This is an optimization exercise on Yosys and OpenROAD, whose aim is small area, not a production implementation.
Function was checked by simulation only, so behaviour that the tests miss may differ from the original.
Power figures rest on the tool's default switching activity, not on a simulated workload.

File: config.mk
export PLATFORM = sky130hd
export DESIGN_NAME = fspfa_meas
export DESIGN_NICKNAME = fspfa_meas
export VERILOG_FILES = /design/flow/design.v
export SDC_FILE = /design/flow/constraint.sdc
export NUM_CORES = 4
export LEC_CHECK = 0
export CAP_MARGIN = 20
export CORE_MARGIN = 2
export CORE_UTILIZATION = 50
export PLACE_DENSITY = 0.6
export SLEW_MARGIN = 20
File: constraint.sdc
create_clock -name core_clock -period 18.0 [get_ports {clk}]
set_input_delay 3.6000 -clock core_clock [delete_from_list [all_inputs] [get_ports {clk}]]
set_output_delay 3.6000 -clock core_clock [all_outputs]
set_load 0.01 [all_outputs]
File: design.v
module fspfa_value_decoder (
    input  wire [7:0]  hi,
    input  wire [7:0]  lo,
    input  wire [7:0]  eb,
    input  wire [3:0]  idx,
    input  wire [1:0]  debug,
    output wire [15:0] m,
    output wire [3:0]  k,
    output reg  [1:0]  log_code    
);
    reg [3:0] base_k;
    always @(*) begin
        case (idx)
            4'd0: base_k = 4'd3;
            4'd1: base_k = 4'd6;
            4'd2: base_k = 4'd3;
            4'd3: base_k = 4'd4;
            4'd4: base_k = 4'd1;
            4'd5: base_k = 4'd2;
            4'd6: base_k = 4'd1;
            4'd7: base_k = 4'd1;
            default: base_k = 4'd2;
        endcase
    end
    wire        sent  = (eb == 8'd11);
    wire        under = !sent && eb[7] && (eb < 8'hFD);           
    wire        over  = !sent && !eb[7] && (eb > 8'd10);          
    wire [7:0]  e3    = eb + 8'd3;
    wire [15:0] mag   = {hi, lo};
    assign m = (under || over) ? 16'd0 : mag;
    assign k = sent ? base_k : (under || over) ? 4'd0 : e3[3:0];
    always @(*) begin
        log_code = 2'd0;
        if (debug != 2'd0) begin
            if (under) log_code = 2'd1;
            else if (over && mag != 16'd0) log_code = 2'd2;
        end
    end
endmodule
module fspfa_times10 (
    input  wire [59:0] x,
    output wire [59:0] y
);
    localparam K = 31;
    wire [59:0] a = {x[56:0], 3'd0};
    wire [59:0] b = {x[58:0], 1'b0};
    wire [60:0] c;       
    wire [60:0] d;       
    wire [59:0] s0;
    wire [60:0] u;       
    assign c[3] = 1'b0;
    assign d[K] = 1'b0;
    assign u[K] = 1'b1;
    assign y[2:0] = {x[1:0], 1'b0};
    genvar i;
    generate
        for (i = 3; i < K; i = i + 1) begin : g_lo
            assign y[i]   = a[i] ^ b[i] ^ c[i];
            assign c[i+1] = (a[i] & b[i]) | (c[i] & (a[i] ^ b[i]));
        end
        for (i = K; i < 60; i = i + 1) begin : g_hi
            assign s0[i]  = a[i] ^ b[i] ^ d[i];
            assign d[i+1] = (a[i] & b[i]) | (d[i] & (a[i] ^ b[i]));
            assign u[i+1] = u[i] & s0[i];
            assign y[i]   = s0[i] ^ (c[K] & u[i]);
        end
    endgenerate
endmodule
module fspfa_sanity_filter (
    input  wire [2:0]  cls,       
    input  wire [59:0] cand,
    input  wire [59:0] prev,
    input  wire [1:0]  cnt,
    input  wire        dcv_nz,
    output reg         take,      
    output reg  [1:0]  cnt_out,
    output reg  [2:0]  log_code   
);
    localparam [2:0] L_NONE = 3'd0, L_REJECT = 3'd1, L_OVERRIDE = 3'd2,
                     L_SHUTDOWN = 3'd3, L_RECOVERY = 3'd4;
    localparam [23:0] K = 24'd10000000;
    wire [60:0] q;
    wire [60:0] qc;
    wire [61:0] gt;
    assign qc[0] = 1'b0;
    assign gt[0] = 1'b0;
    genvar i;
    generate
        for (i = 0; i < 60; i = i + 1) begin : g_q
            if (i < 24 && K[i]) begin : g_one
                assign q[i]    = ~(prev[i] ^ qc[i]);
                assign qc[i+1] = prev[i] | qc[i];
            end else begin : g_zero
                assign q[i]    = prev[i] ^ qc[i];
                assign qc[i+1] = prev[i] & qc[i];
            end
        end
        assign q[60] = qc[60];
        for (i = 0; i < 61; i = i + 1) begin : g_gt
            if (i < 60) begin : g_c
                assign gt[i+1] = (cand[i] & ~q[i]) | ((cand[i] | ~q[i]) & gt[i]);
            end else begin : g_top
                assign gt[i+1] = ~q[i] & gt[i];
            end
        end
    endgenerate
    wire cand_gt_prev_k = gt[61];
    reg reject;
    always @(*) begin
        take     = 1'b1;
        cnt_out  = 2'd0;
        log_code = L_NONE;
        reject   = 1'b0;
        if (cnt == 2'd3) begin
            log_code = L_OVERRIDE;
        end else begin
            case (cls)
                3'd0: reject = cand > 60'd10000000;
                3'd1: reject = prev != 60'd0 && cand_gt_prev_k;
                3'd2: reject = cand > 60'd100000;
                3'd3: begin
                    if (prev > 60'd200000 && cand < 60'd200000 && dcv_nz) begin
                        log_code = L_SHUTDOWN;
                        cnt_out  = cnt + 2'd1;
                    end else if (cand > 60'd550000) begin
                        reject = 1'b1;
                    end else if (prev < 60'd200000 && cand > 60'd200000) begin
                        log_code = L_RECOVERY;
                    end
                end
                default: reject = cand > 60'd600000;
            endcase
            if (reject) begin
                take     = 1'b0;
                cnt_out  = cnt + 2'd1;
                log_code = L_REJECT;
            end
        end
    end
endmodule
module fspfa_meas (
    input  wire        clk,
    input  wire        rst,
    input  wire        req_valid,
    output wire        req_ready,
    input  wire        req_op,
    input  wire [7:0]  req_addr,
    input  wire [3:0]  req_idx,
    input  wire [7:0]  req_hi,
    input  wire [7:0]  req_lo,
    input  wire [7:0]  req_eb,
    input  wire [1:0]  req_debug,
    output wire        rsp_valid,
    output wire [63:0] rsp_value,
    output wire [1:0]  rsp_cnt,
    output wire [63:0] rsp_cand,
    output wire [63:0] rsp_prev,
    output wire [1:0]  rsp_prev_cnt,
    output wire [1:0]  rsp_dec_log,
    output wire [2:0]  rsp_filt_log
);
    localparam N   = 36;       
    localparam EW  = 22;       
    localparam F   = 28;       
    localparam W   = F + 1;    
    localparam T   = N - 3;    
    reg [N*EW-1:0] ring;
    reg [1:0] hi;
    reg [3:0] hs;
    reg       fl;              
    reg [4:0] st;
    wire idle = (st == 5'd0);
    wire last = (st == F);
    reg [15:0] cm, pm;
    reg [3:0]  ck, pk;
    reg        stale;
    reg [1:0]  dlog;
    reg        op;
    reg        dcv_nz;
    reg [59:0] x1, x2;
    wire [1:0] inv = req_addr[1:0] - 2'd1;
    assign req_ready = (idle || last) && inv == hi && req_idx == hs;
    wire take_req = req_valid && req_ready;
    wire [5:0] lin = {hi, 3'd0} + hi + hs;
    wire stale_h = fl && lin < (N - W);
    wire stale_t = fl && lin < (T - W);
    wire [EW-1:0] e0 = ring[0 +: EW];
    wire [EW-1:0] et = ring[T*EW +: EW];
    wire [EW-1:0] ef = ring[F*EW +: EW];
    wire [15:0] dm;
    wire [3:0]  dk;
    wire [1:0]  dl;
    fspfa_value_decoder u_dec (
        .hi(req_hi), .lo(req_lo), .eb(req_eb), .idx(req_idx), .debug(req_debug),
        .m(dm), .k(dk), .log_code(dl)
    );
    wire [15:0] cm_d = take_req ? dm : cm;
    wire [3:0]  ck_d = take_req ? dk : ck;
    wire [15:0] pm_d = take_req ? (stale_h ? 16'd0 : e0[21:6]) : pm;
    wire [3:0]  pk_d = take_req ? (stale_h ? 4'd0 : e0[5:2]) : pk;
    always @(posedge clk) begin
        cm <= cm_d;
        ck <= ck_d;
        pm <= pm_d;
        pk <= pk_d;
        if (take_req) begin
            stale  <= stale_h;
            dlog   <= req_op ? 2'd0 : dl;
            op     <= req_op;
            dcv_nz <= !stale_t && et[21:6] != 16'd0;
        end
    end
    reg [2:0] cls;
    always @(*) begin
        case (hs)
            4'd1: cls = 3'd0;                     
            4'd2, 4'd3, 4'd4: cls = 3'd1;         
            4'd5, 4'd7, 4'd8: cls = 3'd2;         
            4'd6: cls = 3'd3;                     
            default: cls = 3'd4;                  
        endcase
    end
    wire [1:0] pc = stale ? 2'd0 : ef[1:0];
    wire       take;
    wire [1:0] cnt_out;
    wire [2:0] flog;
    fspfa_sanity_filter u_filt (
        .cls(cls), .cand(x1), .prev(x2), .cnt(pc), .dcv_nz(dcv_nz),
        .take(take), .cnt_out(cnt_out), .log_code(flog)
    );
    wire wb  = last && !op && !rst;
    wire clr = rst || fl;
    wire [EW-1:0] w_in;
    assign w_in[21:6] = (wb && take) ? cm : clr ? 16'd0 : ef[21:6];
    assign w_in[5:2]  = (wb && take) ? ck : clr ? 4'd0 : ef[5:2];
    assign w_in[1:0]  = wb ? cnt_out : clr ? 2'd0 : ef[1:0];
    always @(posedge clk) begin
        ring[EW-1:0] <= ring[N*EW-1 -: EW];
        ring[W*EW-1:EW] <= ring[(W-1)*EW-1:0];
        ring[N*EW-1:(W+1)*EW] <= ring[N*EW-EW-1:W*EW];
        ring[W*EW +: EW] <= w_in;
    end
    always @(posedge clk) begin
        if (rst) begin
            hi <= 2'd0;
            hs <= 4'd0;
            fl <= 1'b1;
            st <= 5'd0;
        end else begin
            if (hs == 4'd8) begin
                hs <= 4'd0;
                hi <= hi + 2'd1;
                if (hi == 2'd3) fl <= 1'b0;
            end else begin
                hs <= hs + 4'd1;
            end
            if (take_req)
                st <= 5'd1;
            else if (last)
                st <= 5'd0;
            else if (!idle)
                st <= st + 5'd1;
        end
    end
    wire [4:0] j    = take_req ? 5'd0 : st;
    wire       ld_c = (j == F - 1 - {ck_d, 1'b0});
    wire       ld_p = (j == F - 2 - {pk_d, 1'b0});
    wire [59:0] x2_10;
    fspfa_times10 u_x10 (.x(x2), .y(x2_10));
    always @(posedge clk) begin
        x1 <= ld_c ? {44'd0, cm_d} : ld_p ? {44'd0, pm_d} : x2_10;
        x2 <= x1;
    end
    assign rsp_valid    = last;
    assign rsp_cand     = {4'd0, x1};
    assign rsp_prev     = {4'd0, x2};
    assign rsp_prev_cnt = pc;
    assign rsp_value    = {4'd0, (op || !take) ? x2 : x1};
    assign rsp_cnt      = op ? pc : cnt_out;
    assign rsp_dec_log  = dlog;
    assign rsp_filt_log = op ? 3'd0 : flog;
endmodule
File: flow/run.sh
#!/bin/bash
set -e
export CTS_ARGS="-sink_clustering_enable -repair_clock_nets -dont_use_dummy_load -sink_clustering_size 20 -sink_clustering_max_diameter 80 -buf_list sky130_fd_sc_hd__clkbuf_8"
export BUFFER_PORTS_ARGS="-buffer_cell sky130_fd_sc_hd__buf_1"
bash standard.sh > standard.log 2>&1
File: standard.sh
#!/bin/bash
# synth_recipe.tcl (not shown) runs the flow's synth.tcl, then flattens the netlist and writes it again
# the make line also repeats each setting of config.mk as NAME=value (left out here)
make -C /OpenROAD-flow-scripts/flow DESIGN_CONFIG=/design/flow/config.mk WORK_HOME=/design/flow/orfs CLKGATE_MAP_FILE= SYNTH_SCRIPT=/design/flow/synth_recipe.tcl "${@:-finish}"
==> impl_metrics.env, run 1 <==
export IMPL_status="timing/DRC/antenna clean"
export IMPL_drt_drc_violations_left=0
export IMPL_slew_violations=0
export IMPL_max_freq_mhz=58.0
export IMPL_coreArea_um2=53600
export IMPL_io_buffers=226
export IMPL_ant_nets=0
export IMPL_first_pass_iters=5
export IMPL_synth_cells=1991
export IMPL_viasPerCell=4.97
export IMPL_end_kind="output pin"
export IMPL_met1_length_um=26200
export IMPL_dp_cells=2870
export IMPL_slowest_stage="o211ai_2"
export IMPL_core_rowCount=85
export IMPL_antenna_found_initial=2
export IMPL_vias=14563
export IMPL_critPathMaxFanout=40
export IMPL_areaGrowthSynthToFinish_pct=8.52
export IMPL_synthesis_area_um2=27000
export IMPL_wl_met2_um=22300
export IMPL_cts_resized_gates=0
export IMPL_first_iter_violations=904
export IMPL_leakagePower_nw=11.8
export IMPL_post_cts_buffers=0
export IMPL_startpoint_type="flip-flop"
export IMPL_multi_input_area_um2=6820
export IMPL_cts_tree="yes"
export IMPL_ys_async_sr_fraction=0
export IMPL_dieArea_um2=56000
export IMPL_wl_per_cell_um=18.0
export IMPL_gp_congestion=0.855
export IMPL_synth_ff_type="dfxtp_1"
export IMPL_dr_max_layer_used="met4"
export IMPL_finalHoldViolations=0
export IMPL_period_share=0.958
export IMPL_maxSlewHeadroom=0.367
export IMPL_rsz0062_at_grt="false"
export IMPL_htree_levels=2
export IMPL_die_h_um=237
export IMPL_start_util=0.505
export IMPL_fin_worst_skew_ps=68.9
export IMPL_final_layout_size_suffix_gt1_frac=0.0368
export IMPL_synth_edff_count=5
export IMPL_cap_violations=0
export IMPL_synth_avg_cell_area_um2=13.6
export IMPL_clkTransAtPathRegs_ps=110
export IMPL_cts_max_path_buffers=3
export IMPL_yosysSeqAreaShare=0.721
export IMPL_cp_common_cell="ha_1"
export IMPL_period_minus_slack_ps=17250
export IMPL_grt_pass1_wl_um=81800
export IMPL_yosys_warnings=3
export IMPL_power_mw=4.98
export IMPL_min_path_type="reg2reg"
export IMPL_insertion_delay_ps=700
export IMPL_dp_hpwl_um=36500
export IMPL_nFillCells=4601
export IMPL_tightest_slew_ps=941
export IMPL_wirelength_um=52600
export IMPL_critPathArrivalTime_ps=13650
export IMPL_nNetsFinal=2398
export IMPL_powerDensity_nw_per_um2=170
export IMPL_grt_total_usage=0.187
export IMPL_ys_types=78
export IMPL_setup_viol=0
export IMPL_grt_pass1_vias=14289
export IMPL_hold_buffers=0
export IMPL_ios=245
export IMPL_root_buffer="clkbuf_8"
export IMPL_path_class="reg2out"
export IMPL_met3WireLength_um=2640
export IMPL_fp_dieW_um=237
export IMPL_cts_sinks=972
export IMPL_netlist_area_leader_share=0.716
export IMPL_grt_max_degree=48
export IMPL_synthTopCellsByArea="dfxtp_1 (72%), fa_1 (4.1%), ha_1 (3.2%)"
export IMPL_regArea_um2=19500
export IMPL_cts_buffers=55
export IMPL_fin_cells=2928
export IMPL_ir_drop_mv=0.0990
export IMPL_ys_seq_elements=972
export IMPL_fin_setup_tns_ps=0
export IMPL_grt_overflow_total=0
export IMPL_critPathMaxStageDelay_ps=470
export IMPL_synth_top_area_cell="dfxtp_1"
export IMPL_worstPathRequired_ps=14400
## sequential cells by signal (all words and copies together), names as in the netlist, 2 cells and up
name	cells
u_filt.cls	3
ring	792
ck	4
x2	60
hi	2
pm	16
cm	16
hs	4
st	5
x1	60
pk	4
dlog	2
## metrics by stage
stage | cell area, um^2 | setup slack (ps) | util | hold WS, ps
global placement | 28600 | 1570 | 0.533 | 310
global route | 29300 | 74.5 | 0.548 | 275
floorplan | 27100 | 3230 | - | 310
detailed placement | 28600 | 1450 | 0.533 | 312
CTS | 29300 | 651 | 0.547 | 281
finish | 29300 | 751 | 0.548 | 276
## logic make-up after synthesis
group                      count (synthesis)  synth area share
AOI/OAI and AO/OA                        192            0.0484
xor gates and xnor gates                  34            0.0110
adders and majority gates                136            0.0771
buffers and inverters                    190            0.0297
DFF                                      972             0.721
muxes                                     98            0.0384
other                                      1          0.000139
and+or+nand+nor                          368            0.0739
## area by class of cell
| cell class | count | area share |
|---|---|---|
| timing repair buffer | 234 | 0.0310 |
| tap | 696 | 0.0297 |
| multi-input combinational | 841 | 0.232 |
| antenna | 2 | 0.000171 |
| inverter | 128 | 0.0164 |
| sequential | 972 | 0.665 |
| clock buffer | 55 | 0.0258 |
## Yosys cell counts, types with 4 or more instances
cell type	n
fa_1	55
o211ai_1	4
dfxtp_1	967
a31oi_1	6
o31ai_1	5
xnor2_1	22
o21ai_0	50
a211oi_1	4
nand4_1	11
nand3_1	39
a21oi_1	21
nand2b_1	20
or3_1	8
o22ai_1	7
ha_1	69
inv_1	128
nor3_1	23
edfxtp_1	5
o21ai_1	17
nor4_1	42
buf_4	21
mux2i_1	53
xor2_1	12
buf_2	8
nand2_1	79
nor2_1	56
nand4b_1	5
a221oi_1	7
or4_1	6
nor3b_1	7
nor2b_1	25
maj3_1	11
mux2_1	45
and3_1	29
a22oi_1	4
clkbuf_1	32
a22o_1	21
o221ai_1	5
## final timing paths
| path | startpoint | end | slack (ps) | depth (start not counted) |
|---|---|---|---|---|
| min | ring[542]$_DFF_P_ | ring[564]$_DFF_P_ | 280 | 0 |
| max reg2reg | x2[2]$_DFF_P_ | x1[59]$_SDFF_PP0_ | 5140 | 39 |
| min reg2reg | ring[542]$_DFF_P_ | ring[564]$_DFF_P_ | 280 | 0 |
| max | x2[7]$_DFF_P_ | rsp_value[55] | 750 | 72 |
## power by group
part	switching [mW]	internal [mW]
sequential	0.307	2.33
combinational	0.839	0.649
clock	0.584	0.276
total	1.73	3.25
## placed cells by master (no fill, tap or decap), types with 5 or more instances in the layout
cell,instances
dfxtp_1,967
buf_1,226
inv_1,128
nand2_1,79
ha_1,69
nor2_1,56
fa_1,55
clkbuf_8,55
mux2i_1,53
o21ai_0,50
mux2_1,45
nor4_1,41
nand3_1,39
and3_1,29
nor2b_1,24
nor3_1,23
xnor2_1,22
a22o_1,21
a21oi_1,20
nand2b_1,20
o21ai_1,17
xor2_1,12
conb_1,12
nand4_1,11
maj3_1,11
or3_1,8
buf_4,8
nor3b_1,7
a221oi_1,7
o22ai_1,7
or4_1,6
a31oi_1,6
nand4b_1,5
o31ai_1,5
o221ai_1,5
edfxtp_1,5
## worst max-delay path: cells and delay by family (launching register included)
kind,cells,cell delay [ps]
buffers and inverters,12,1020
adders and majority gates,51,9030
muxes,1,420
DFF,1,460
AOI/OAI and AO/OA,5,1430
and+or+nand+nor,3,650
## layer usage
layer  vias up  GRT usage
li1       7081          -
met4         0     0.0633
met2       301      0.276
met3        85     0.0326
met1      7096      0.278
met5         -          0
==> run 2, diff against run 1 <==
==> flow/run.sh (replaced) <==
#!/bin/bash
set -e
export CTS_ARGS="-sink_clustering_enable -repair_clock_nets -dont_use_dummy_load -sink_clustering_size 30 -sink_clustering_max_diameter 100 -buf_list sky130_fd_sc_hd__clkbuf_16"
export BUFFER_PORTS_ARGS="-buffer_cell sky130_fd_sc_hd__buf_1"
bash standard.sh > standard.log 2>&1
==> impl_metrics.env, run 2 <==
export IMPL_dieArea_um2=56000
export IMPL_setup_viol=0
export IMPL_end_kind="output pin"
export IMPL_path_class="reg2out"
export IMPL_first_pass_iters=5
export IMPL_synth_common_cells="dfxtp_1 (967), inv_1 (128), nand2_1 (79), ha_1 (69), nor2_1 (56)"
export IMPL_core_rowCount=85
export IMPL_grt_total_usage=0.186
export IMPL_netlist_area_leader_share=0.716
export IMPL_period_minus_slack_ps=17200
export IMPL_gp_congestion=0.855
export IMPL_r2r_end="x1[59]$_SDFF_PP0_"
export IMPL_period_share=0.956
export IMPL_fin_worst_skew_ps=75.5
export IMPL_insertion_delay_ps=610
export IMPL_cts_buffers=39
export IMPL_critPathArrivalTime_ps=13600
export IMPL_first_iter_violations=860
export IMPL_critPathMaxFanout=40
export IMPL_die_h_um=237
export IMPL_cap_violations=0
export IMPL_rsz0062_at_grt="false"
export IMPL_design_area_um2=29600
export IMPL_htree_levels=2
export IMPL_cts_resized_gates=0
export IMPL_synthesis_area_um2=27000
export IMPL_grt_max_degree=48
export IMPL_min_path_type="reg2reg"
export IMPL_most_common_layout_cells="dfxtp_1 (967), buf_1 (226), inv_1 (128)"
export IMPL_clkTransAtPathRegs_ps=110
export IMPL_worstPathRequired_ps=14400
export IMPL_slowest_stage="a21oi_4"
export IMPL_grt_pass1_vias=14151
export IMPL_drt_drc_violations_left=0
export IMPL_grtUsageMet2=0.277
export IMPL_yosysSeqAreaShare=0.721
export IMPL_dp_hpwl_um=36500
export IMPL_antenna_found_initial=1
export IMPL_cp_common_cell="ha_1"
export IMPL_ff2ff_path_depth=39
export IMPL_ys_seq_elements=972
export IMPL_largest_reg_flops=792
export IMPL_coreArea_um2=53600
export IMPL_status="timing/DRC/antenna clean"
export IMPL_maxSlewHeadroom=0.350
export IMPL_synthTopCellsByArea="dfxtp_1 (72%), fa_1 (4.1%), ha_1 (3.2%)"
export IMPL_hold_path_depth=0
export IMPL_post_cts_buffers=0
export IMPL_ant_nets=0
export IMPL_ir_drop_mv=0.110
export IMPL_final_common_cell="dfxtp_1"
export IMPL_synth_ff_type="dfxtp_1"
export IMPL_synth_top_area_cell="dfxtp_1"
export IMPL_wirelength_um=51900
export IMPL_startpoint_type="flip-flop"
export IMPL_max_freq_mhz=58.1
export IMPL_regMostFlops="ring"
export IMPL_vias=14407
export IMPL_synth_avg_cell_area_um2=13.6
export IMPL_areaGrowthSynthToFinish_pct=9.29
export IMPL_ys_types=78
export IMPL_ys_async_sr_fraction=0
export IMPL_grt_util_met1=0.277
export IMPL_hold_start="ring[105]$_DFF_P_"
export IMPL_grt_pass1_wl_um=81400
export IMPL_yosys_warnings=3
export IMPL_ios=245
export IMPL_synth_most_common_cell="dfxtp_1"
export IMPL_powerDensity_nw_per_um2=173
export IMPL_slew_violations=0
export IMPL_cts_sinks=972
export IMPL_fin_setup_tns_ps=0
export IMPL_finalHoldViolations=0
export IMPL_cts_max_path_buffers=3
export IMPL_wl_per_cell_um=17.8
export IMPL_viasPerCell=4.95
export IMPL_place_area_um2=28600
export IMPL_nNetsFinal=2381
export IMPL_grt_util_met3=0.0311
export IMPL_reg_top3="ring: 792 flops, x1: 60 flops, x2: 60 flops"
export IMPL_hold_end="ring[127]$_DFF_P_"
export IMPL_critPathMaxStageDelay_ps=690
export IMPL_grt_overflow_total=0
export IMPL_final_layout_size_suffix_gt1_frac=0.0294
export IMPL_synth_cells=1991
export IMPL_r2r_setup_slack_ps=5090
export IMPL_cts_tree="yes"
export IMPL_io_buffers=226
export IMPL_synth_edff_count=5
export IMPL_start_util=0.505
export IMPL_root_buffer="clkbuf_16"
export IMPL_fp_dieW_um=237
export IMPL_leakagePower_nw=11.9
export IMPL_tightest_slew_ps=966
export IMPL_hold_buffers=0
export IMPL_top_usage_layer="met2"
export IMPL_crit_reg2reg_launch="x2[2]$_DFF_P_"
[run 2: changes by cell type in the layout (fill, tap and decap cells not counted), sizes merged]
cell    change
clkbuf     -16
a21oi       -1
diode       -1
[run 2: kinds of logic (layout without fill, tap and decap cells)]
kind of cell             Yosys count  in the layout  synth area share
AO/OA/AOI/OAI                    192            192            0.0484
multiplexers                      98             98            0.0384
adder cells (fa/ha/maj)          136            136            0.0771
flip-flops                       972            972             0.721
buffers and inverters            190            401            0.0297
other                              1             13          0.000139
XOR/XNOR                          34             34            0.0110
AND/OR/NAND/NOR                  368            368            0.0739
[run 2: worst max-delay path: cells and delay by family (launching register included)]
| kind | cells | cell delay (ps) |
|---|---|---|
| mux | 1 | 400 |
| simple gates | 1 | 60 |
| compound gates | 6 | 2350 |
| buf+inv | 12 | 1240 |
| fa+ha+maj | 48 | 8500 |
| flops | 1 | 460 |
[run 2: cell type report]
cell class	count	area, um^2
flip-flops and latches	972	19500
well taps	696	871
multi-input cells	840	6810
clock buffers	39	976
inverters	128	480
fillers	4587	24000
repair buffers	234	908
diodes	1	2.50
[run 2: how the worst max path moves through the flow]
stage / slack, ps / startpoint / cells after the start / endpoint
after floorplan: 3230 / x2[7]$_DFF_P_ / 71 / rsp_value[52]
after global placement: 1570 / x2[7]$_DFF_P_ / 68 / rsp_value[55]
after detailed placement: 1450 / x2[7]$_DFF_P_ / 68 / rsp_value[55]
after CTS: 750 / x2[7]$_DFF_P_ / 68 / rsp_value[55]
after global routing: 40 / x2[7]$_DFF_P_ / 68 / rsp_value[55]
final: 800 / x2[7]$_DFF_P_ / 68 / rsp_value[55]
[run 2: per-layer routing]
metal,routed length (um),vias up
met5,0,-
met4,1500,0
met3,2600,84
met2,22000,318
met1,25800,6954
li1,-,7051
[run 2: power by group]
group,total [mW],switching [mW],internal [mW]
Sequential,2.63,0.305,2.33
Combinational,1.49,0.837,0.649
Clock,0.984,0.592,0.392
Total,5.10,1.73,3.37
[run 2: metrics by stage]
stage                     cells  hold slack [ps]  power (mW)   util  worst slack (ps)
final                      2910              273        5.10  0.551               801
after global routing       2910              280        5.43  0.551              39.5
after global placement     2870              310        4.12  0.533              1570
after floorplan            2002              310        3.62      -              3230
after detailed placement   2870              312        4.16  0.533              1450
after CTS                  2909              270        5.14  0.551               753
==> run 3, diff against run 2 <==
==> flow/run.sh (replaced) <==
#!/bin/bash
set -e
export CTS_ARGS="-sink_clustering_enable -repair_clock_nets -dont_use_dummy_load -sink_clustering_size 18 -sink_clustering_max_diameter 70 -buf_list sky130_fd_sc_hd__clkbuf_8"
export BUFFER_PORTS_ARGS="-buffer_cell sky130_fd_sc_hd__buf_1"
bash standard.sh > standard.log 2>&1
==> impl_metrics.env, run 3 <==
export IMPL_grt_overflow_total=0
export IMPL_clkTransAtPathRegs_ps=100
export IMPL_synth_common_cells="dfxtp_1 (967), inv_1 (128), nand2_1 (79), ha_1 (69), nor2_1 (56)"
export IMPL_leakagePower_nw=11.9
export IMPL_critPathMaxStageDelay_ps=460
export IMPL_synthTopCellsByArea="dfxtp_1 (72%), fa_1 (4.1%), ha_1 (3.2%)"
export IMPL_p_sw_mw=1.74
export IMPL_fin_worst_skew_ps=69.4
export IMPL_ant_nets=0
export IMPL_fin_setup_tns_ps=0
export IMPL_yosys_warnings=3
export IMPL_ios=245
export IMPL_synth_xor_area_frac=0.0110
export IMPL_insertion_delay_ps=660
export IMPL_grt_pass1_wl_um=82400
export IMPL_ir_drop_mv=0.0981
export IMPL_p_comb_frac=0.294
export IMPL_critPathArrivalTime_ps=13600
export IMPL_wirelength_um=52700
export IMPL_wl_per_cell_um=17.9
export IMPL_start_util=0.505
export IMPL_critPathMaxFanout=40
export IMPL_viasPerCell=4.98
export IMPL_slowest_stage="dfxtp_1"
export IMPL_cp_common_cell="ha_1"
export IMPL_cts_resized_gates=0
export IMPL_rsz0062_at_grt="false"
export IMPL_areaGrowthSynthToFinish_pct=9.08
export IMPL_powerDensity_nw_per_um2=171
export IMPL_tightest_slew_ps=957
export IMPL_slew_violations=0
export IMPL_post_cts_buffers=0
export IMPL_ys_async_sr_fraction=0
export IMPL_grt_max_degree=48
export IMPL_synth_cells=1991
export IMPL_cts_tree="yes"
export IMPL_netlist_area_leader_share=0.716
export IMPL_status="timing/DRC/antenna clean"
export IMPL_first_pass_iters=5
export IMPL_cts_buffers=66
export IMPL_power_mw=5.05
export IMPL_grt_total_usage=0.189
export IMPL_synth_top_family_by_area="adder cells"
export IMPL_hold_buffers=0
export IMPL_fp_dieW_um=237
export IMPL_maxSlewHeadroom=0.356
export IMPL_regArea_um2=19500
export IMPL_vias=14624
export IMPL_synth_top_area_cell="dfxtp_1"
export IMPL_dieArea_um2=56000
export IMPL_cts_max_path_buffers=3
export IMPL_p_clk_frac=0.185
export IMPL_synthAdderAreaFrac=0.0771
export IMPL_max_freq_mhz=58.1
export IMPL_r2r_setup_slack_ps=5150
export IMPL_period_share=0.956
export IMPL_min_path_type="reg2reg"
export IMPL_io_buffers=226
export IMPL_hold_path_depth=0
export IMPL_end_kind="output pin"
export IMPL_nFillCells=4620
export IMPL_synth_edff_count=5
export IMPL_synthSimpleGateAreaFrac=0.0739
export IMPL_final_layout_size_suffix_gt1_frac=0.0415
export IMPL_setup_viol=0
export IMPL_switching_share=0.345
export IMPL_die_h_um=237
export IMPL_finalHoldViolations=0
export IMPL_yosysSeqAreaShare=0.721
export IMPL_fin_hold_ws_ps=285
export IMPL_antenna_found_initial=2
export IMPL_path_class="reg2out"
export IMPL_ff2ff_path_depth=39
export IMPL_synthMuxAreaShare=0.0384
export IMPL_nNetsFinal=2409
export IMPL_dp_worst_setup_slack_ps=1450
export IMPL_dp_hpwl_um=36500
export IMPL_ys_seq_elements=972
export IMPL_startpoint_type="flip-flop"
export IMPL_root_buffer="clkbuf_8"
export IMPL_grt_pass1_vias=14362
export IMPL_synth_avg_cell_area_um2=13.6
export IMPL_synth_most_common_cell="dfxtp_1"
export IMPL_synth_compound_area_frac=0.0484
export IMPL_multi_input_area_um2=6820
export IMPL_seqPwrFrac=0.521
export IMPL_worst_slack_ps=801
export IMPL_cts_sinks=972
export IMPL_regMostFlops="ring"
export IMPL_first_iter_violations=917
export IMPL_worstPathRequired_ps=14400
export IMPL_ys_types=78
export IMPL_synthesis_area_um2=27000
export IMPL_reg_top3="ring: 792 flops, x1: 60 flops, x2: 60 flops"
export IMPL_drt_drc_violations_left=0
export IMPL_gp_congestion=0.855
export IMPL_most_common_layout_cells="dfxtp_1 (967), buf_1 (226), inv_1 (128)"
export IMPL_largest_reg_flops=792
export IMPL_p_int_mw=3.31
export IMPL_final_common_cell="dfxtp_1"
export IMPL_period_minus_slack_ps=17200
export IMPL_cap_violations=0
export IMPL_coreArea_um2=53600
export IMPL_core_rowCount=85
export IMPL_synth_ff_type="dfxtp_1"
export IMPL_htree_levels=3
## run 3: kinds of logic after synthesis
kind of cell | after synthesis
AO/OA/AOI/OAI | 192
XOR/XNOR | 34
adder cells (fa/ha/maj) | 136
buffers and inverters | 190
flip-flops | 972
multiplexers | 98
other | 1
AND/OR/NAND/NOR | 368
## run 3: final timing paths
check                    from                 to
max             x2[7]$_DFF_P_      rsp_value[55]
min          ring[98]$_DFF_P_  ring[120]$_DFF_P_
max reg2reg     x2[2]$_DFF_P_  x1[59]$_SDFF_PP0_
min reg2reg  ring[98]$_DFF_P_  ring[120]$_DFF_P_
## run 3: stage by stage
step	utilization	instance area (um^2)	std cells
2_1_floorplan	-	27100	2002
3_3_place_gp	0.533	28600	2870
3_5_place_dp	0.533	28600	2870
4_1_cts	0.550	29500	2936
5_1_grt	0.550	29500	2939
6_report	0.550	29500	2939
## run 3: layout make-up
class                   instances  area share
inverters                     128      0.0163
well taps                     696      0.0295
diodes                          2    0.000170
clock buffers                  66      0.0308
flip-flops and latches        972       0.661
repair buffers                234      0.0308
multi-input cells             841       0.231
## run 3: power by group through the flow
stage                     sequential [mW]  combinational [mW]  clock [mW]
after floorplan                      2.60                1.02           0
after global placement               2.68                1.44           0
after detailed placement             2.68                1.48           0
after CTS                            2.63                1.49       0.971
after global routing                 2.67                1.67        1.05
final                                2.63                1.48       0.934
## run 3: critical path: cells and delay by family, from the launching register on
kind / cells / cell delay [ps]
DFF: 1 / 460
buffers and inverters: 12 / 1020
AOI/OAI and AO/OA: 5 / 1400
adders and majority gates: 51 / 9020
and+or+nand+nor: 3 / 670
muxes: 1 / 410
## run 3: per-layer routing
layer,global-route usage,routed length (um),vias up
met2,0.277,22300,325
met3,0.0409,2690,95
met4,0.0631,1460,0
met5,0,0,-
li1,-,-,7096
met1,0.279,26200,7108
==> run 4, diff against run 3 <==
--- a/design.v
+++ b/design.v
@@ -179,7 +179,7 @@
     reg        dcv_nz;
     reg [59:0] x1, x2;
     wire [1:0] inv = req_addr[1:0] - 2'd1;
-    assign req_ready = (idle || last) && inv == hi && req_idx == hs;
+    assign req_ready = req_valid && (idle || last) && inv == hi && req_idx == hs;
     wire take_req = req_valid && req_ready;
     wire [5:0] lin = {hi, 3'd0} + hi + hs;
     wire stale_h = fl && lin < (N - W);
==> impl_metrics.env, run 4 <==
export IMPL_leakagePower_nw=12.3
export IMPL_fin_worst_skew_ps=71.5
export IMPL_dieArea_um2=56300
export IMPL_most_common_layout_cells="dfxtp_1 (967), buf_1 (226), inv_1 (130)"
export IMPL_drt_drc_violations_left=0
export IMPL_ant_nets=0
export IMPL_maxSlewHeadroom=0.485
export IMPL_yosys_warnings=3
export IMPL_gp_congestion=0.853
export IMPL_cap_violations=0
export IMPL_synth_edff_count=5
export IMPL_grt_pass1_wl_um=83200
export IMPL_first_pass_iters=5
export IMPL_antenna_found_initial=3
export IMPL_multi_input_area_um2=6990
export IMPL_cts_buffers=66
export IMPL_min_path_type="reg2reg"
export IMPL_ys_seq_elements=972
export IMPL_synthesis_area_um2=27200
export IMPL_setup_viol=0
export IMPL_nNetsFinal=2400
export IMPL_worstPathRequired_ps=14400
export IMPL_synth_avg_cell_area_um2=13.7
export IMPL_rsz0062_at_grt="false"
export IMPL_largest_reg_flops=792
export IMPL_synth_common_cells="dfxtp_1 (967), inv_1 (130), ha_1 (69), nand2_1 (64), mux2_2 (58)"
export IMPL_slew_violations=0
export IMPL_cp_common_cell="ha_1"
export IMPL_fp_dieW_um=237
export IMPL_grt_total_usage=0.191
export IMPL_synthTopCellsByArea="dfxtp_1 (71%), fa_1 (4.0%), ha_1 (3.2%)"
export IMPL_root_buffer="clkbuf_8"
export IMPL_netlist_area_leader_share=0.711
export IMPL_clkTransAtPathRegs_ps=100
export IMPL_finish_utilization=0.552
export IMPL_end_kind="output pin"
export IMPL_period_minus_slack_ps=17140
export IMPL_synth_cells=1982
export IMPL_dp_hpwl_um=37600
export IMPL_tightest_slew_ps=772
export IMPL_ys_async_sr_fraction=0
export IMPL_grt_overflow_total=0
export IMPL_coreArea_um2=53800
export IMPL_yosysSeqAreaShare=0.717
export IMPL_ir_drop_mv=0.115
export IMPL_final_common_cell="dfxtp_1"
export IMPL_critPathMaxFanout=31
export IMPL_slowest_stage="o21bai_4"
export IMPL_finalHoldViolations=0
export IMPL_reg_top3="ring: 792 flops, x1: 60 flops, x2: 60 flops"
export IMPL_place_area_um2=28800
export IMPL_design_area_um2=29700
export IMPL_die_h_um=237
export IMPL_ff2ff_path_depth=39
export IMPL_first_iter_violations=804
export IMPL_io_buffers=226
export IMPL_wirelength_um=53500
export IMPL_regMostFlops="ring"
export IMPL_critPathArrivalTime_ps=13540
export IMPL_startpoint_type="flip-flop"
export IMPL_wl_per_cell_um=18.3
export IMPL_post_cts_buffers=0
export IMPL_status="timing/DRC/antenna clean"
export IMPL_final_layout_size_suffix_gt1_frac=0.0717
export IMPL_ios=245
export IMPL_cts_max_path_buffers=3
export IMPL_path_class="reg2out"
export IMPL_synth_most_common_cell="dfxtp_1"
export IMPL_grt_max_degree=42
export IMPL_viasPerCell=5.02
export IMPL_grt_pass1_vias=14656
export IMPL_hold_path_depth=0
export IMPL_cts_resized_gates=0
export IMPL_start_util=0.506
export IMPL_hold_buffers=0
export IMPL_vias=14714
export IMPL_synth_ff_type="dfxtp_1"
export IMPL_fin_setup_tns_ps=0
export IMPL_cts_sinks=972
export IMPL_areaGrowthSynthToFinish_pct=9.11
export IMPL_nFillCells=4527
export IMPL_critPathMaxStageDelay_ps=560
export IMPL_ys_types=78
export IMPL_period_share=0.952
export IMPL_regArea_um2=19500
export IMPL_cts_tree="yes"
export IMPL_synth_top_area_cell="dfxtp_1"
export IMPL_core_rowCount=85
export IMPL_powerDensity_nw_per_um2=172
export IMPL_r2r_setup_slack_ps=5320
export IMPL_max_freq_mhz=58.4
export IMPL_htree_levels=3
export IMPL_insertion_delay_ps=660
-- run 4: cell types whose count changed in the layout (fill, tap and decap cells not counted), sizes merged, moves of 5 or more --
cell	delta
o21ai	-23
maj3	-5
or2	+5
nand2b	+6
mux2	+22
nor2b	-7
mux2i	-5
nand2	-15
nor2	-7
-- run 4: critical path, delay by kind of cell (launching register included) --
kind | cells | cell delay, ps
and+or+nand+nor | 2 | 340
DFF | 1 | 440
buffers and inverters | 13 | 1000
AOI/OAI and AO/OA | 4 | 1570
adders and majority gates | 51 | 9180
muxes | 1 | 360
-- run 4: cell type report --
type / count / area share
Timing Repair Buffer: 234 / 0.0317
Multi-Input combinational cell: 830 / 0.235
Antenna cell: 1 / 0.0000842
Clock buffer: 66 / 0.0306
Inverter: 130 / 0.0164
Tap cell: 696 / 0.0293
Sequential cell: 972 / 0.657
-- run 4: per-layer routing --
| layer | up-vias | part of all wire | GRT usage |
|---|---|---|---|
| met5 | - | 0.00024 | 0 |
| met4 | 2 | 0.034 | 0.0711 |
| met3 | 104 | 0.050 | 0.0412 |
| met2 | 380 | 0.43 | 0.288 |
| met1 | 7129 | 0.48 | 0.271 |
| li1 | 7099 | - | - |
-- run 4: logic make-up after synthesis --
group	synth area share
flops	0.717
mux	0.0466
other cells	0.000138
compound gates	0.0467
simple gates	0.0735
fa+ha+maj	0.0747
xor+xnor	0.0116
buf+inv	0.0302
-- run 4: worst paths after layout --
path	end	start
max	rsp_value[42]	x2[7]$_DFF_P_
min	ring[679]$_DFF_P_	ring[657]$_DFF_P_
max reg2reg	x1[55]$_SDFF_PP0_	x2[0]$_DFF_P_
min reg2reg	ring[679]$_DFF_P_	ring[657]$_DFF_P_
-- run 4: power breakdown --
group          leakage [nW]  switching, mW  internal [mW]
Sequential             7.88          0.317           2.33
Clock                 0.475          0.608          0.332
Combinational          3.93          0.824          0.697
-- run 4: metrics by stage --
step                      setup slack, ps  total power, mW  hold slack (ps)  std cells
after CTS                             617             5.15              311       2926
after global routing                 82.2             5.45              312       2929
final                                 862             5.11              306       2929
after detailed placement             1410             4.21              312       2860
after floorplan                      3240             3.67              310       1993
after global placement               1490             4.17              310       2860
==> run 5, diff against run 4 <==
--- a/config.mk
+++ b/config.mk
@@ -7,6 +7,6 @@
 export LEC_CHECK = 0
 export CAP_MARGIN = 20
 export CORE_MARGIN = 2
-export CORE_UTILIZATION = 50
-export PLACE_DENSITY = 0.6
+export CORE_UTILIZATION = 70
+export PLACE_DENSITY = 0.85
 export SLEW_MARGIN = 20
==> impl_metrics.env, run 5 <==
export IMPL_status="timing/DRC/antenna clean"
export IMPL_regMostFlops="ring"
export IMPL_ys_async_sr_fraction=0
export IMPL_vias=15017
export IMPL_insertion_delay_ps=650
export IMPL_start_util=0.706
export IMPL_cts_max_path_buffers=3
export IMPL_final_common_cell="dfxtp_1"
export IMPL_synthesis_area_um2=27200
export IMPL_rsz0062_at_grt="false"
export IMPL_powerDensity_nw_per_um2=174
export IMPL_end_kind="output pin"
export IMPL_coreArea_um2=38600
export IMPL_cts_sinks=972
export IMPL_startpoint_type="flip-flop"
export IMPL_crit_family="adder cells"
export IMPL_grt_util_met3=0.0481
export IMPL_wirelength_um=55200
export IMPL_slowest_stage="buf_6"
export IMPL_p_sw_mw=1.76
export IMPL_p_comb_frac=0.302
export IMPL_netlist_area_leader_share=0.711
export IMPL_worstPathRequired_ps=14400
export IMPL_synthTopCellsByArea="dfxtp_1 (71%), fa_1 (4.0%), ha_1 (3.2%)"
export IMPL_reg_top3="ring: 792 flops, x1: 60 flops, x2: 60 flops"
export IMPL_ys_seq_elements=972
export IMPL_viasPerCell=5.46
export IMPL_max_freq_mhz=59.0
export IMPL_ios=245
export IMPL_setup_worst_path_start="x2[7]$_DFF_P_"
export IMPL_hold_start="ring[790]$_DFF_P_"
export IMPL_cp_common_cell="ha_1"
export IMPL_yosysSeqAreaShare=0.717
export IMPL_worst_path_buf_inv=13
export IMPL_critPathMaxFanout=60
export IMPL_r2r_setup_slack_ps=5100
export IMPL_first_pass_iters=5
export IMPL_slew_violations=0
export IMPL_wl_per_cell_um=20.1
export IMPL_synth_common_cells="dfxtp_1 (967), inv_1 (130), ha_1 (69), nand2_1 (64), mux2_2 (58)"
export IMPL_synth_edff_count=5
export IMPL_cap_violations=0
export IMPL_largest_reg_flops=792
export IMPL_areaGrowthSynthToFinish_pct=8.06
export IMPL_fin_worst_skew_ps=54.8
export IMPL_top_usage_layer="met2"
export IMPL_dp_hpwl_um=37900
export IMPL_htree_levels=3
export IMPL_setup_viol=0
export IMPL_grt_pass1_vias=15229
export IMPL_ir_drop_mv=0.147
export IMPL_grt_util_met1=0.370
export IMPL_p_int_mw=3.36
export IMPL_grt_total_usage=0.276
export IMPL_synth_top_area_cell="dfxtp_1"
export IMPL_power_mw=5.13
export IMPL_antenna_found_initial=0
export IMPL_path_class="reg2out"
export IMPL_most_common_layout_cells="dfxtp_1 (967), buf_1 (226), inv_1 (130)"
export IMPL_synth_cells=1982
export IMPL_cts_buffers=66
export IMPL_period_minus_slack_ps=16960
export IMPL_p_clk_frac=0.183
export IMPL_cts_tree="yes"
export IMPL_seqPwrFrac=0.516
export IMPL_grt_overflow_total=0
export IMPL_ys_types=78
export IMPL_synth_avg_cell_area_um2=13.7
export IMPL_critPathArrivalTime_ps=13360
export IMPL_fin_setup_tns_ps=0
export IMPL_period_share=0.942
export IMPL_final_layout_size_suffix_gt1_frac=0.0704
export IMPL_tightest_slew_ps=1060
export IMPL_dieArea_um2=40500
export IMPL_synth_ff_type="dfxtp_1"
export IMPL_gp_congestion=0.880
export IMPL_core_rowCount=72
export IMPL_ant_nets=0
export IMPL_synth_most_common_cell="dfxtp_1"
export IMPL_clkTransAtPathRegs_ps=100
export IMPL_fp_dieW_um=201
export IMPL_drt_drc_violations_left=0
export IMPL_finalHoldViolations=0
export IMPL_die_h_um=201
export IMPL_yosys_warnings=3
export IMPL_root_buffer="clkbuf_8"
export IMPL_finish_utilization=0.763
export IMPL_nNetsFinal=2398
export IMPL_leakagePower_nw=12.3
export IMPL_grt_max_degree=61
export IMPL_post_cts_buffers=0
export IMPL_nFillCells=2341
export IMPL_switching_share=0.344
export IMPL_io_buffers=226
export IMPL_grtUsageMet2=0.456
export IMPL_first_iter_violations=1104
export IMPL_maxSlewHeadroom=0.291
export IMPL_grt_pass1_wl_um=85900
export IMPL_min_path_type="reg2reg"
export IMPL_critPathMaxStageDelay_ps=510
export IMPL_crit_reg2reg_launch="x2[2]$_DFF_P_"
## run 5: cell counts after synthesis
No cell type changed its count.
## run 5: repair_timing
| item | 4_1_cts | 5_1_grt |
|---|---|---|
| endpoints found under the setup margin | 0 | 35 |
| endpoints found under the hold margin | 0 | 0 |
| gates resized for setup | 0 | 1 |
| hold buffers | 0 | 0 |
## run 5: final timing paths
kind | cells after the start | endpoint
worst max-delay path | 71 | rsp_value[46]
worst max register to register | 39 | x1[55]$_SDFF_PP0_
worst min register to register | 0 | ring[20]$_DFF_P_
worst min-delay path | 0 | ring[20]$_DFF_P_
## run 5: logic make-up (layout without fill, tap and decap cells)
| group | count (synthesis) | count (layout) | synth area share |
|---|---|---|---|
| flops | 972 | 972 | 0.717 |
| simple gates | 358 | 358 | 0.0735 |
| buf+inv | 192 | 429 | 0.0302 |
| compound gates | 177 | 177 | 0.0467 |
| fa+ha+maj | 131 | 131 | 0.0747 |
| mux | 115 | 115 | 0.0466 |
| xor+xnor | 36 | 36 | 0.0116 |
| other cells | 1 | 13 | 0.000138 |
## run 5: layout make-up
type | count | area, um^2 | area share
Inverter | 130 | 488 | 0.0166
Sequential cell | 972 | 19500 | 0.663
Clock buffer | 66 | 908 | 0.0309
Tap cell | 518 | 648 | 0.0220
Antenna cell | 1 | 2.50 | 0.0000850
Timing Repair Buffer | 233 | 905 | 0.0307
Multi-Input combinational cell | 829 | 6960 | 0.237
## run 5: power by group through the flow
| stage | Sequential, mW | Clock (mW) | Combinational, mW |
|---|---|---|---|
| 2_1_floorplan | 2.61 | 0 | 1.06 |
| 3_3_place_gp | 2.68 | 0 | 1.45 |
| 3_5_place_dp | 2.69 | 0 | 1.51 |
| 4_1_cts | 2.64 | 0.960 | 1.53 |
| 5_1_grt | 2.67 | 1.03 | 1.73 |
| 6_report | 2.64 | 0.937 | 1.55 |
## run 5: metal layers
| metal | vias to the layer above | wire [um] |
|---|---|---|
| li1 | 7077 | - |
| met1 | 7339 | 23900 |
| met2 | 479 | 26500 |
| met3 | 122 | 2980 |
| met4 | 0 | 1790 |
| met5 | - | 0 |
## run 5: stage by stage
step | hold WS [ps] | worst slack (ps) | std cells | area [um^2]
after CTS | 312 | 757 | 2748 | 29400
after detailed placement | 312 | 1500 | 2682 | 28500
after floorplan | 310 | 3240 | 1993 | 27300
final | 310 | 1040 | 2749 | 29400
after global placement | 310 | 1690 | 2682 | 28500
after global routing | 320 | 122 | 2748 | 29400
==> run 6, diff against run 5 <==
--- a/design.v
+++ b/design.v
@@ -159,33 +159,26 @@
     output wire [1:0]  rsp_dec_log,
     output wire [2:0]  rsp_filt_log
 );
-    localparam N   = 36;       
-    localparam EW  = 22;       
-    localparam F   = 28;       
-    localparam W   = F + 1;    
-    localparam T   = N - 3;    
+    localparam N   = 36;         
+    localparam EW  = 22;         
+    localparam F   = 28;         
+    localparam W   = F + 1;      
+    localparam D   = F - 1 - 3;  
     reg [N*EW-1:0] ring;
     reg [1:0] hi;
     reg [3:0] hs;
-    reg       fl;              
+    reg       fl;                
     reg [4:0] st;
     wire idle = (st == 5'd0);
     wire last = (st == F);
-    reg [15:0] cm, pm;
-    reg [3:0]  ck, pk;
-    reg        stale;
-    reg [1:0]  dlog;
-    reg        op;
-    reg        dcv_nz;
-    reg [59:0] x1, x2;
     wire [1:0] inv = req_addr[1:0] - 2'd1;
-    assign req_ready = req_valid && (idle || last) && inv == hi && req_idx == hs;
-    wire take_req = req_valid && req_ready;
-    wire [5:0] lin = {hi, 3'd0} + hi + hs;
-    wire stale_h = fl && lin < (N - W);
-    wire stale_t = fl && lin < (T - W);
+    wire start = req_valid && (idle || last) && inv == hi && req_idx == hs;
+    assign req_ready = req_valid && st == F - 1;
+    wire stale_h = fl && hi == 2'd0 && hs < 4'd7;           
+    wire stale_d = fl && !(hi == 2'd3 && hs >= 4'd4);      
+    wire stale_f = fl && !(hi == 2'd3 && hs == 4'd8);      
     wire [EW-1:0] e0 = ring[0 +: EW];
-    wire [EW-1:0] et = ring[T*EW +: EW];
+    wire [EW-1:0] ed = ring[D*EW +: EW];
     wire [EW-1:0] ef = ring[F*EW +: EW];
     wire [15:0] dm;
     wire [3:0]  dk;
@@ -194,21 +187,25 @@
         .hi(req_hi), .lo(req_lo), .eb(req_eb), .idx(req_idx), .debug(req_debug),
         .m(dm), .k(dk), .log_code(dl)
     );
-    wire [15:0] cm_d = take_req ? dm : cm;
-    wire [3:0]  ck_d = take_req ? dk : ck;
-    wire [15:0] pm_d = take_req ? (stale_h ? 16'd0 : e0[21:6]) : pm;
-    wire [3:0]  pk_d = take_req ? (stale_h ? 4'd0 : e0[5:2]) : pk;
-    always @(posedge clk) begin
-        cm <= cm_d;
-        ck <= ck_d;
+    reg [15:0] pm;
+    reg [3:0]  pk;
+    wire [15:0] pm_d = start ? (stale_h ? 16'd0 : e0[21:6]) : pm;
+    wire [3:0]  pk_d = start ? (stale_h ? 4'd0 : e0[5:2]) : pk;
+    always @(posedge clk) begin
         pm <= pm_d;
         pk <= pk_d;
-        if (take_req) begin
-            stale  <= stale_h;
-            dlog   <= req_op ? 2'd0 : dl;
-            op     <= req_op;
-            dcv_nz <= !stale_t && et[21:6] != 16'd0;
-        end
+    end
+    reg [15:0] cm;
+    reg [3:0]  ck;
+    reg [1:0]  dlog;
+    reg        op;
+    reg        dcv_nz;
+    always @(posedge clk) begin
+        cm     <= dm;
+        ck     <= dk;
+        dlog   <= req_op ? 2'd0 : dl;
+        op     <= req_op;
+        dcv_nz <= !stale_d && ed[21:6] != 16'd0;
     end
     reg [2:0] cls;
     always @(*) begin
@@ -220,7 +217,8 @@
             default: cls = 3'd4;                  
         endcase
     end
-    wire [1:0] pc = stale ? 2'd0 : ef[1:0];
+    wire [1:0] pc = stale_f ? 2'd0 : ef[1:0];
+    reg [59:0] x1, x2;
     wire       take;
     wire [1:0] cnt_out;
     wire [2:0] flog;
@@ -254,7 +252,7 @@
             end else begin
                 hs <= hs + 4'd1;
             end
-            if (take_req)
+            if (start)
                 st <= 5'd1;
             else if (last)
                 st <= 5'd0;
@@ -262,13 +260,13 @@
                 st <= st + 5'd1;
         end
     end
-    wire [4:0] j    = take_req ? 5'd0 : st;
-    wire       ld_c = (j == F - 1 - {ck_d, 1'b0});
+    wire [4:0] j    = start ? 5'd0 : st;
+    wire       ld_c = (j == F - 1 - {dk, 1'b0});
     wire       ld_p = (j == F - 2 - {pk_d, 1'b0});
     wire [59:0] x2_10;
     fspfa_times10 u_x10 (.x(x2), .y(x2_10));
     always @(posedge clk) begin
-        x1 <= ld_c ? {44'd0, cm_d} : ld_p ? {44'd0, pm_d} : x2_10;
+        x1 <= ld_c ? {44'd0, dm} : ld_p ? {44'd0, pm_d} : x2_10;
         x2 <= x1;
     end
     assign rsp_valid    = last;
==> impl_metrics.env, run 6 <==
export IMPL_htree_levels=3
export IMPL_critPathArrivalTime_ps=13430
export IMPL_ir_drop_mv=0.112
export IMPL_period_share=0.946
export IMPL_critPathMaxFanout=53
export IMPL_synth_xor_area_frac=0.0117
export IMPL_critPathMaxStageDelay_ps=620
export IMPL_path_class="reg2out"
export IMPL_drt_drc_violations_left=0
export IMPL_period_minus_slack_ps=17030
export IMPL_synth_avg_cell_area_um2=13.3
export IMPL_first_iter_violations=1200
export IMPL_synthTopCellsByArea="dfxtp_1 (72%), fa_1 (4.0%), ha_1 (3.1%)"
export IMPL_worstPathRequired_ps=14400
export IMPL_ios=245
export IMPL_cts_tree="yes"
export IMPL_leakagePower_nw=11.8
export IMPL_reg_top3="ring: 792 flops, x1: 60 flops, x2: 60 flops"
export IMPL_dp_cells=2716
export IMPL_synth_cells=2022
export IMPL_root_buffer="clkbuf_8"
export IMPL_maxSlewHeadroom=0.367
export IMPL_finish_utilization=0.772
export IMPL_max_freq_mhz=58.7
export IMPL_fin_worst_skew_ps=106
export IMPL_synth_top_family_by_area="simple AND/OR/NAND/NOR gates"
export IMPL_start_util=0.713
export IMPL_synth_compound_area_frac=0.0422
export IMPL_grt_overflow_total=0
export IMPL_dp_hpwl_um=39200
export IMPL_ant_nets=0
export IMPL_yosysSeqAreaShare=0.720
export IMPL_synth_common_cells="dfxtp_1 (971), inv_1 (128), nand2_1 (112), nor2_1 (70)"
export IMPL_wl_met2_um=26400
export IMPL_vias=14964
export IMPL_r2r_setup_slack_ps=4920
export IMPL_crit_reg2reg_launch="x2[2]$_DFF_P_"
export IMPL_grt_total_usage=0.278
export IMPL_synth_most_common_cell="dfxtp_1"
export IMPL_wl_per_cell_um=20.0
export IMPL_synth_top_area_cell="dfxtp_1"
export IMPL_min_path_type="reg2reg"
export IMPL_grt_pass1_vias=15347
export IMPL_synthSimpleGateAreaFrac=0.0841
export IMPL_synthAdderAreaFrac=0.0734
export IMPL_slew_violations=0
export IMPL_cp_num_cells=71
export IMPL_setup_worst_path_start="x2[8]$_DFF_P_"
export IMPL_fin_cells=2785
export IMPL_ff2ff_path_depth=39
export IMPL_grt_pass1_wl_um=85200
export IMPL_wirelength_um=55600
export IMPL_cts_max_path_buffers=3
export IMPL_antenna_found_initial=6
export IMPL_gp_congestion=0.902
export IMPL_end_kind="output pin"
export IMPL_final_common_cell="dfxtp_1"
export IMPL_fin_setup_tns_ps=0
export IMPL_crit_family="adder cells"
export IMPL_most_common_layout_cells="dfxtp_1 (971), buf_1 (226), inv_1 (128)"
export IMPL_clkTransAtPathRegs_ps=110
export IMPL_ys_types=81
export IMPL_cts_sinks=971
export IMPL_first_pass_iters=7
export IMPL_grt_max_degree=54
export IMPL_io_buffers=226
export IMPL_insertion_delay_ps=660
export IMPL_cts_buffers=66
export IMPL_met1_length_um=24000
export IMPL_fp_dieW_um=200
export IMPL_viasPerCell=5.37
export IMPL_worst_path_buf_inv=12
export IMPL_power_mw=4.25
export IMPL_status="timing/DRC/antenna clean"
export IMPL_synth_edff_count=0
export IMPL_synthMuxAreaShare=0.0389
export IMPL_dieArea_um2=40100
export IMPL_final_layout_size_suffix_gt1_frac=0.0599
export IMPL_powerDensity_nw_per_um2=145
export IMPL_ys_seq_elements=971
export IMPL_areaGrowthSynthToFinish_pct=8.24
export IMPL_yosys_warnings=3
export IMPL_netlist_area_leader_share=0.720
export IMPL_ys_async_sr_fraction=0
export IMPL_coreArea_um2=37800
export IMPL_dr_max_layer_used="met5"
export IMPL_slowest_stage="nor3b_4"
export IMPL_design_area_um2=29200
export IMPL_rsz0062_at_grt="false"
export IMPL_place_area_um2=28300
export IMPL_regMostFlops="ring"
export IMPL_nFillCells=2261
export IMPL_synth_ff_type="dfxtp_1"
export IMPL_nNetsFinal=2436
export IMPL_synthesis_area_um2=27000
export IMPL_met3WireLength_um=3030
export IMPL_startpoint_type="flip-flop"
export IMPL_cp_common_cell="ha_1"
export IMPL_finalHoldViolations=0
export IMPL_die_h_um=200
export IMPL_tightest_slew_ps=941
export IMPL_setup_viol=0
export IMPL_cap_violations=0
export IMPL_core_rowCount=71
export IMPL_crit_path_end="rsp_value[24]"
export IMPL_r2r_end="x1[59]$_SDFF_PP0_"
export IMPL_largest_reg_flops=792
[run 6: cells by family (layout without fill, tap and decap cells)]
kind of cell / after synthesis / count (layout)
mux: 99 / 99
compound gates: 174 / 174
simple gates: 424 / 424
flops: 971 / 971
fa+ha+maj: 127 / 127
xor+xnor: 36 / 36
other cells: 1 / 15
buf+inv: 190 / 428
[run 6: worst min path at each step]
| stage | depth (start not counted) | start | endpoint |
|---|---|---|---|
| after floorplan | 0 | ring[770]$_DFF_P_ | ring[0]$_DFF_P_ |
| after global placement | 0 | ring[659]$_DFF_P_ | ring[681]$_DFF_P_ |
| after detailed placement | 0 | ring[595]$_DFF_P_ | ring[617]$_DFF_P_ |
| after CTS | 0 | ring[682]$_DFF_P_ | ring[704]$_DFF_P_ |
| after global routing | 0 | ring[705]$_DFF_P_ | ring[727]$_DFF_P_ |
| final | 0 | ring[682]$_DFF_P_ | ring[704]$_DFF_P_ |
[run 6: cell type report]
type / instances / area [um^2] / share of cell area
Multi-Input combinational cell: 872 / 6820 / 0.233
Tap cell: 511 / 639 / 0.0219
Timing Repair Buffer: 234 / 912 / 0.0312
Clock buffer: 66 / 908 / 0.0311
Sequential cell: 971 / 19400 / 0.666
Inverter: 128 / 480 / 0.0165
Antenna cell: 3 / 7.51 / 0.000257
[run 6: what timing repair did]
action,CTS,global route
hold buffers,0,0
endpoints found under the setup margin,0,20
resized for setup,0,1
setup buffers,0,0
[run 6: power breakdown]
group,internal (mW),switching (mW),leakage (nW)
logic,0.403,0.525,3.45
registers,2.24,0.144,7.84
clock network,0.332,0.603,0.475
[run 6: metrics by stage]
stage | hold WS (ps) | setup slack (ps)
final | 301 | 974
after global routing | 302 | 123
after CTS | 290 | 771
after detailed placement | 312 | 1560
after global placement | 310 | 1670
after floorplan | 310 | 3230
[run 6: per-layer routing]
metal / up-vias / global-route usage
met1: 7226 / 0.357
met3: 135 / 0.0542
met2: 463 / 0.464
li1: 7132 / -
met5: - / 0
met4: 8 / 0.115
==> run 7, diff against run 6 <==
--- a/design.v
+++ b/design.v
@@ -195,14 +195,10 @@
         pm <= pm_d;
         pk <= pk_d;
     end
-    reg [15:0] cm;
-    reg [3:0]  ck;
     reg [1:0]  dlog;
     reg        op;
     reg        dcv_nz;
     always @(posedge clk) begin
-        cm     <= dm;
-        ck     <= dk;
         dlog   <= req_op ? 2'd0 : dl;
         op     <= req_op;
         dcv_nz <= !stale_d && ed[21:6] != 16'd0;
@@ -226,15 +222,19 @@
         .cls(cls), .cand(x1), .prev(x2), .cnt(pc), .dcv_nz(dcv_nz),
         .take(take), .cnt_out(cnt_out), .log_code(flog)
     );
+    wire wc  = req_ready && !req_op;
     wire wb  = last && !op && !rst;
     wire clr = rst || fl;
-    wire [EW-1:0] w_in;
-    assign w_in[21:6] = (wb && take) ? cm : clr ? 16'd0 : ef[21:6];
-    assign w_in[5:2]  = (wb && take) ? ck : clr ? 4'd0 : ef[5:2];
+    wire [EW-1:0] c_in, w_in;
+    assign c_in[21:2] = wc ? {dm, dk} : ring[(F-1)*EW+2 +: 20];
+    assign c_in[1:0]  = ring[(F-1)*EW +: 2];
+    assign w_in[21:6] = wb ? (take ? ef[21:6] : pm) : clr ? 16'd0 : ef[21:6];
+    assign w_in[5:2]  = wb ? (take ? ef[5:2] : pk) : clr ? 4'd0 : ef[5:2];
     assign w_in[1:0]  = wb ? cnt_out : clr ? 2'd0 : ef[1:0];
     always @(posedge clk) begin
         ring[EW-1:0] <= ring[N*EW-1 -: EW];
-        ring[W*EW-1:EW] <= ring[(W-1)*EW-1:0];
+        ring[F*EW-1:EW] <= ring[(F-1)*EW-1:0];
+        ring[F*EW +: EW] <= c_in;
         ring[N*EW-1:(W+1)*EW] <= ring[N*EW-EW-1:W*EW];
         ring[W*EW +: EW] <= w_in;
     end
==> impl_metrics.env, run 7 <==
export IMPL_synthesis_area_um2=26700
export IMPL_first_iter_violations=1102
export IMPL_htree_levels=2
export IMPL_cts_buffers=61
export IMPL_yosysSeqAreaShare=0.714
export IMPL_critPathMaxStageDelay_ps=480
export IMPL_wl_per_cell_um=19.8
export IMPL_ir_drop_mv=0.0967
export IMPL_coreArea_um2=37600
export IMPL_min_path_type="reg2reg"
export IMPL_grt_total_usage=0.278
export IMPL_cp_common_cell="ha_1"
export IMPL_gp_congestion=0.897
export IMPL_netlist_area_leader_share=0.714
export IMPL_ys_seq_elements=951
export IMPL_crit_reg2reg_launch="x2[0]$_DFF_P_"
export IMPL_setup_viol=0
export IMPL_largest_reg_flops=792
export IMPL_seqPwrFrac=0.548
export IMPL_fin_worst_skew_ps=57.8
export IMPL_drt_drc_violations_left=0
export IMPL_critPathMaxFanout=49
export IMPL_tightest_slew_ps=886
export IMPL_wirelength_um=54400
export IMPL_final_common_cell="dfxtp_1"
export IMPL_ys_async_sr_fraction=0
export IMPL_p_int_mw=3.01
export IMPL_ios=245
export IMPL_p_sw_mw=1.43
export IMPL_path_class="reg2out"
export IMPL_synthTopCellsByArea="dfxtp_1 (71%), fa_1 (4.1%), ha_1 (3.1%)"
export IMPL_rsz0062_at_grt="false"
export IMPL_cts_max_path_buffers=3
export IMPL_hold_start="ring[495]$_DFF_P_"
export IMPL_cts_tree="yes"
export IMPL_worstPathRequired_ps=14400
export IMPL_hold_end="ring[517]$_DFF_P_"
export IMPL_synth_top_area_cell="dfxtp_1"
export IMPL_regMostFlops="ring"
export IMPL_slew_violations=0
export IMPL_insertion_delay_ps=690
export IMPL_core_rowCount=71
export IMPL_p_comb_frac=0.252
export IMPL_first_pass_iters=7
export IMPL_max_freq_mhz=57.4
export IMPL_hold_path_depth=0
export IMPL_die_h_um=199
export IMPL_period_minus_slack_ps=17420
export IMPL_grt_max_degree=50
export IMPL_areaGrowthSynthToFinish_pct=7.82
export IMPL_r2r_end="x1[51]$_SDFF_PP0_"
export IMPL_nFillCells=2249
export IMPL_most_common_layout_cells="dfxtp_1 (951), buf_1 (226), inv_1 (118)"
export IMPL_r2r_setup_slack_ps=4720
export IMPL_status="timing/DRC/antenna clean"
export IMPL_final_layout_size_suffix_gt1_frac=0.0402
export IMPL_finalHoldViolations=0
export IMPL_dp_hpwl_um=37700
export IMPL_cts_sinks=951
export IMPL_grt_pass1_wl_um=83700
export IMPL_slowest_stage="dfxtp_1"
export IMPL_io_buffers=226
export IMPL_synth_ff_type="dfxtp_1"
export IMPL_vias=15215
export IMPL_synth_edff_count=0
export IMPL_nNetsFinal=2404
export IMPL_powerDensity_nw_per_um2=154
export IMPL_start_util=0.710
export IMPL_antenna_found_initial=2
export IMPL_period_share=0.968
export IMPL_maxSlewHeadroom=0.394
export IMPL_grt_overflow_total=0
export IMPL_synth_common_cells="dfxtp_1 (951), inv_1 (118), nand2_1 (103), ha_1 (67), o21ai_0 (67)"
export IMPL_cap_violations=0
export IMPL_end_kind="output pin"
export IMPL_viasPerCell=5.53
export IMPL_fp_dieW_um=199
export IMPL_root_buffer="clkbuf_8"
export IMPL_reg_top3="ring: 792 flops, x1: 60 flops, x2: 60 flops"
export IMPL_synth_most_common_cell="dfxtp_1"
export IMPL_yosys_warnings=3
export IMPL_dieArea_um2=39700
export IMPL_regArea_um2=19000
export IMPL_post_cts_buffers=0
export IMPL_switching_share=0.322
export IMPL_ys_types=81
export IMPL_fin_setup_tns_ps=0
export IMPL_clkTransAtPathRegs_ps=110
export IMPL_multi_input_area_um2=6870
export IMPL_synth_cells=1997
export IMPL_finish_utilization=0.765
export IMPL_startpoint_type="flip-flop"
export IMPL_p_clk_frac=0.200
export IMPL_ant_nets=0
export IMPL_leakagePower_nw=11.6
export IMPL_synth_avg_cell_area_um2=13.4
export IMPL_ff2ff_path_depth=39
export IMPL_critPathArrivalTime_ps=13820
export IMPL_grt_pass1_vias=15417
[run 7: cell type report]
class,count,share of cell area
inverters,118,0.0154
repair buffers,235,0.0323
well taps,511,0.0222
diodes,1,0.0000870
clock buffers,61,0.0292
flip-flops and latches,951,0.662
multi-input cells,874,0.239
[run 7: power by group through the flow]
stage / clock network (mW) / registers (mW) / logic [mW]
after CTS: 0.908 / 2.43 / 1.11
after detailed placement: 0 / 2.47 / 1.10
after floorplan: 0 / 2.44 / 0.762
after global placement: 0 / 2.47 / 1.04
final: 0.887 / 2.43 / 1.12
after global routing: 0.975 / 2.45 / 1.25
[run 7: logic make-up (layout without fill, tap and decap cells)]
logic type,Yosys count,after routing,synth area share
buffers and inverters,183,414,0.0307
muxes,85,85,0.0347
xor gates and xnor gates,34,34,0.0112
AOI/OAI and AO/OA,207,207,0.0535
adders and majority gates,130,130,0.0753
other,1,13,0.000141
and+or+nand+nor,406,406,0.0808
DFF,951,951,0.714
[run 7: worst max-delay path by stage]
stage                        from             to  slack (ps)  depth (start not counted)
CTS                 x2[7]$_DFF_P_   rsp_value[8]         650                         73
floorplan           x2[7]$_DFF_P_  rsp_value[58]        3370                         72
global placement    x2[7]$_DFF_P_   rsp_value[8]        1670                         73
detailed placement  x2[7]$_DFF_P_   rsp_value[8]        1510                         73
global route        x2[7]$_DFF_P_  rsp_value[38]          30                         73
finish              x2[7]$_DFF_P_   rsp_value[8]         580                         73
[run 7: metrics by stage]
| stage | instance area, um^2 | cells | worst slack, ps | hold slack [ps] | total power, mW |
|---|---|---|---|---|---|
| detailed placement | 27900 | 2689 | 1510 | 312 | 3.58 |
| global placement | 27900 | 2689 | 1670 | 310 | 3.51 |
| CTS | 28800 | 2750 | 649 | 294 | 4.45 |
| floorplan | 26700 | 2008 | 3370 | 310 | 3.20 |
| global route | 28800 | 2750 | 29.7 | 299 | 4.68 |
| finish | 28800 | 2751 | 583 | 292 | 4.44 |
[run 7: routing by layer]
layer	GRT usage	wire [um]	vias up
met1	0.362	22700	7325
met2	0.449	25400	634
li1	-	-	7091
met5	0	7	-
met3	0.0522	3860	163
met4	0.140	2490	2
[run 7: critical path: cells and delay by family, from the launching register on]
kind	cells	cell delay (ps)
adders and majority gates	52	9410
and+or+nand+nor	4	1280
DFF	1	480
muxes	1	360
AOI/OAI and AO/OA	4	650
buffers and inverters	12	930
[run 7: timing repair]
| action | CTS | global route |
|---|---|---|
| endpoints found under the hold margin | 0 | 0 |
| endpoints found under the setup margin | 0 | 49 |
| resized for setup | 0 | 2 |
| hold buffers | 0 | 0 |

==> port drivers added, routing unchanged <==
No port has a modelled driver above. Below, the same layouts with a new extraction and two added sets of constraints. Step 1: set_driving_cell puts a clkbuf_16 on clk and a buf_2 on each other input, an assumption about the parent block. Step 2, shift: input delay + t, output delay - t, t = (earliest + latest rising clock arrival at the registers) / 2. This alone moves slack from input paths to output paths. Three values: no drivers, after step 1, after step 2; two values: the first two.
run | shift t [ns] | setup WS [ns] | worst setup path at the end | clock arrival spread, ns
run 1 | 0.722 | 0.751 / 0.692 / 1.413 | register to output | 0.073 / 0.073
run 2 | 0.635 | 0.801 / 0.740 / 1.375 | register to output | 0.077 / 0.077
run 3 | 0.680 | 0.801 / 0.744 / 1.424 | register to output | 0.071 / 0.070
run 4 | 0.679 | 0.862 / 0.807 / 1.487 | register to output | 0.079 / 0.079
run 5 | 0.673 | 1.041 / 0.986 / 1.660 | register to output | 0.056 / 0.057
run 6 | 0.658 | 0.974 / 0.924 / 1.582 | register to output | 0.109 / 0.109
run 7 | 0.709 | 0.583 / 0.534 / 1.242 | register to output | 0.060 / 0.061
After both steps every run listed still meets setup and hold.
